From an optimization exercise on the open Yosys and OpenROAD flow, aimed at small area, a short achievable clock period and few clock cycles per item; shortcuts taken in it are not production practice.
The RTL was checked by simulation tests, not by an equivalence proof against the original design.

## job 6777
## depth_quant
module depth_quant (
    input             clk,
    input             rst,
    input             start,
    input      [31:0] n,
    input      [31:0] xform_base,
    input      [31:0] pos_base,
    input      [31:0] keys_base,
    input      [31:0] idx_base,
    output            busy,
    output reg        mem_valid,
    output reg        mem_we,
    output     [31:0] mem_addr,
    output     [31:0] mem_wdata,
    input             mem_ready,
    input      [31:0] mem_rdata
);
Size: about 7,600 cells after synthesis, ~690 flip-flops, roughly 68,000 um^2 of cells after synthesis.
export LEC_CHECK = 0
export CAP_MARGIN = 20
export CORE_MARGIN = 2
export CORE_UTILIZATION = 25
export SLEW_MARGIN = 20
create_clock -name core_clock -period 25.0 [get_ports {clk}]
standard.sh (not shown) runs the stock make flow with config.mk's settings and CLKGATE_MAP_FILE= SYNTH_SCRIPT=/design/flow/synth_recipe.tcl, a recipe that flattens the netlist after the stock synthesis.
==> flow/flow/run.sh <==
#!/bin/bash
# The standard layout (standard.sh: ORFS synthesis to the final layout) with
# two optimisation settings changed; the clock and constraints are unchanged:
# - the resizer is asked for 18.6 ns of setup slack instead of 0, so that it
#   sizes and buffers the long paths;
# - ports are buffered with buf_2 instead of the default delay buffer.
export SETUP_SLACK_MARGIN=18.6
export BUFFER_PORTS_ARGS="-buffer_cell sky130_fd_sc_hd__buf_2"
bash standard.sh > standard.log 2>&1
Job 6777 finished every stage and its layout cleared the timing, DRC and antenna checks.
Testbench counts of job 6777, summed over its fixed seeds: cycles 19,212, items 2,620.
Inputs modified between job 6777 and job 6556:
==> flow/flow/run.sh <==
#!/bin/bash
# The standard layout (standard.sh: ORFS synthesis to the final layout) with
# two optimisation settings changed; the clock and constraints are unchanged:
# - the resizer is asked for 18.8 ns of setup slack instead of 0, so that it
#   sizes and buffers the long paths;
# - ports are buffered with buf_2 instead of the default delay buffer.
export SETUP_SLACK_MARGIN=18.8
export BUFFER_PORTS_ARGS="-buffer_cell sky130_fd_sc_hd__buf_2"
bash standard.sh > standard.log 2>&1
==> comparison <==
Diff job 6777 -> job 6556: register-to-register slack increased by 0.17 ns relative to the old numbers; final routed wire length divided by cell count increased by about 0.6% relative to the old numbers; setup slack increased by 0.014 ns relative to the old numbers; timing-limited maximum frequency closely matched the old numbers; initial antenna violation count increased by 8 relative to the old numbers.

---

== build 5 ==
Another version of the RTL of depth_quant (not shown whole).
Size in the first run: ~7700 cells after synthesis, about 720 flip-flops.
==> flow/config.mk <==
export PLATFORM = sky130hd
export DESIGN_NAME = depth_quant
export DESIGN_NICKNAME = depth_quant
export VERILOG_FILES = /design/flow/design.v
export SDC_FILE = /design/flow/constraint.sdc
export NUM_CORES = 8
export LEC_CHECK = 0
export CAP_MARGIN = 20
export CORE_MARGIN = 2
export CORE_UTILIZATION = 40
export SLEW_MARGIN = 20
==> flow/constraint.sdc <==
create_clock -name core_clock -period 25.0 [get_ports {clk}]
set_input_delay 5.0000 -clock core_clock [delete_from_list [all_inputs] [get_ports {clk}]]
set_output_delay 5.0000 -clock core_clock [all_outputs]
set_load 0.01 [all_outputs]
==> flow/flow/run.sh <==
#!/bin/bash
# The standard layout (standard.sh: ORFS synthesis to the final layout) with
# two optimisation settings changed; the clock and constraints are unchanged:
# - the resizer is asked for 18.6 ns of setup slack instead of 0, so that it
#   sizes and buffers the long paths;
# - ports are buffered with buf_2 instead of the default delay buffer.
export SETUP_SLACK_MARGIN=18.6
export BUFFER_PORTS_ARGS="-buffer_cell sky130_fd_sc_hd__buf_2"
bash standard.sh > standard.log 2>&1
Build 5: no failed stages, no open violations at the end
Testbench counts of build 5, summed over its fixed seeds: cycles 19,212, items 2,620.
--- input diff build 5..build 61 ---
diff --git a/flow/config.mk b/flow/config.mk
--- a/flow/config.mk
+++ b/flow/config.mk
@@ -9,3 +9,3 @@
 export CORE_MARGIN = 2
-export CORE_UTILIZATION = 40
+export CORE_UTILIZATION = 25
 export SLEW_MARGIN = 20
==> comparison <==
Top routing layer in use: met4 -> build 61, met5 -> build 5
The final instance area of build 61 exceeds that of build 5 by 1.5%.
[compare] base=build 5 new=build 61: placed cell area up 2.1%, layout cell share with drive strength beyond 1 down 0.45 points, detailed-route wire length down 2.5%.
For build 61, the slowest cell on the critical path was sky130_fd_sc_hd__edfxtp_1, unlike build 5, where it was sky130_fd_sc_hd__or4_4.
Looking at pre-CTS setup slack, build 61 sits 1000 ps higher than build 5 does.
Build 61 ended up with a higher fmax than build 5 did.
The run with more setup slack is build 61; build 5 has less.
Die size: build 61 exceeds build 5
Build 61 vs build 5 on via count of the first global-routing pass: build 61 is the lower one.
Build 61 ended with every stage complete and zero timing, DRC or antenna violations.
The inputs of build 21 differ from those of build 61 as listed below.
==> flow/flow/run.sh <==
#!/bin/bash
# The standard layout (standard.sh: ORFS synthesis to the final layout) with
# two optimisation settings changed; the clock and constraints are unchanged:
# - the resizer is asked for 18.8 ns of setup slack instead of 0, so that it
#   sizes and buffers the long paths;
# - ports are buffered with buf_2 instead of the default delay buffer.
export SETUP_SLACK_MARGIN=18.8
export BUFFER_PORTS_ARGS="-buffer_cell sky130_fd_sc_hd__buf_2"
bash standard.sh > standard.log 2>&1
Results
Relative to build 61, build 21 degrades number of design-rule violations left by the first detailed-router iteration.
Changes observed in build 21 relative to build 61: transition at the pin with the smallest max-transition slack -23 ps, worst-case register-to-register setup slack +210 ps.
The following lists how build 58 was set up differently from build 21:
==> flow/flow/run.sh <==
#!/bin/bash
# The standard layout (standard.sh: ORFS synthesis to the final layout) with
# two optimisation settings changed; the clock and constraints are unchanged:
# - the resizer is asked for 18.4 ns of setup slack instead of 0, so that it
#   sizes and buffers the long paths;
# - ports are buffered with buf_2 instead of the default delay buffer.
export SETUP_SLACK_MARGIN=18.4
export BUFFER_PORTS_ARGS="-buffer_cell sky130_fd_sc_hd__buf_2"
bash standard.sh > standard.log 2>&1
Findings:
Re area enclosed by the die boundary: no difference whatsoever between build 21 and build 58.
Cell area (higher): build 21
Re layout clock buffer count: build 58 is 2.9% up on build 21.
Count of placed standard cells including taps across build 58 and build 21: no real change.
Compared with build 21, build 58 instantiates a smaller number of cells.
Relative to build 21, weighted congestion reported at the end of routability-driven placement has decreased by 2.4% in build 58.
Cell area after synthesis: build 58 vs build 21 identical
Placement-stage cell area: build 58 vs build 21, no meaningful difference
Status: global-route usage parity (build 58, build 21)
Number of ordinary and repair buffers in the finished layout down about 13% in build 58 wrt build 21
Combined flip-flop and latch cell area across build 58 and build 21: no real change.

==> afterwards: timing with drivers on the ports <==
Ports are ideal in the flow. The routed layouts listed here were re-timed in OpenROAD. Step 1 sets driving cells, clkbuf_16 on the clock port and buf_2 on the other inputs (assumed; they add their load-dependent delay and slew). Step 2 also shifts input and output timing later by t, the mid clock arrival at the registers, as if the neighbouring blocks saw the same clock. Slacks: no drivers / after step 1 / after step 2; pairs: no drivers / after step 1.
| run | t, ns | slack for setup (ns) | hold slack, ns |
|---|---|---|---|
| job 6777 | 0.791 | 18.491 / 18.405 / 17.933 | 0.413 / 0.413 / 0.413 |
| job 6556 | 0.792 | 18.505 / 18.418 / 18.072 | 0.414 / 0.414 / 0.414 |
| build 5 | 0.820 | 18.419 / 18.441 / 17.639 | 0.416 / 0.416 / 0.416 |
| build 61 | 0.805 | 18.522 / 18.430 / 17.818 | 0.410 / 0.410 / 0.410 |
| build 21 | 0.838 | 18.462 / 18.371 / 17.778 | 0.391 / 0.391 / 0.391 |
| build 58 | 0.828 | 18.391 / 18.299 / 17.739 | 0.407 / 0.407 / 0.407 |
After both steps every run listed still meets setup and hold. The setup slack of build 5, which loses most, moves by +0.022 ns with the drivers and by -0.780 ns with both steps.
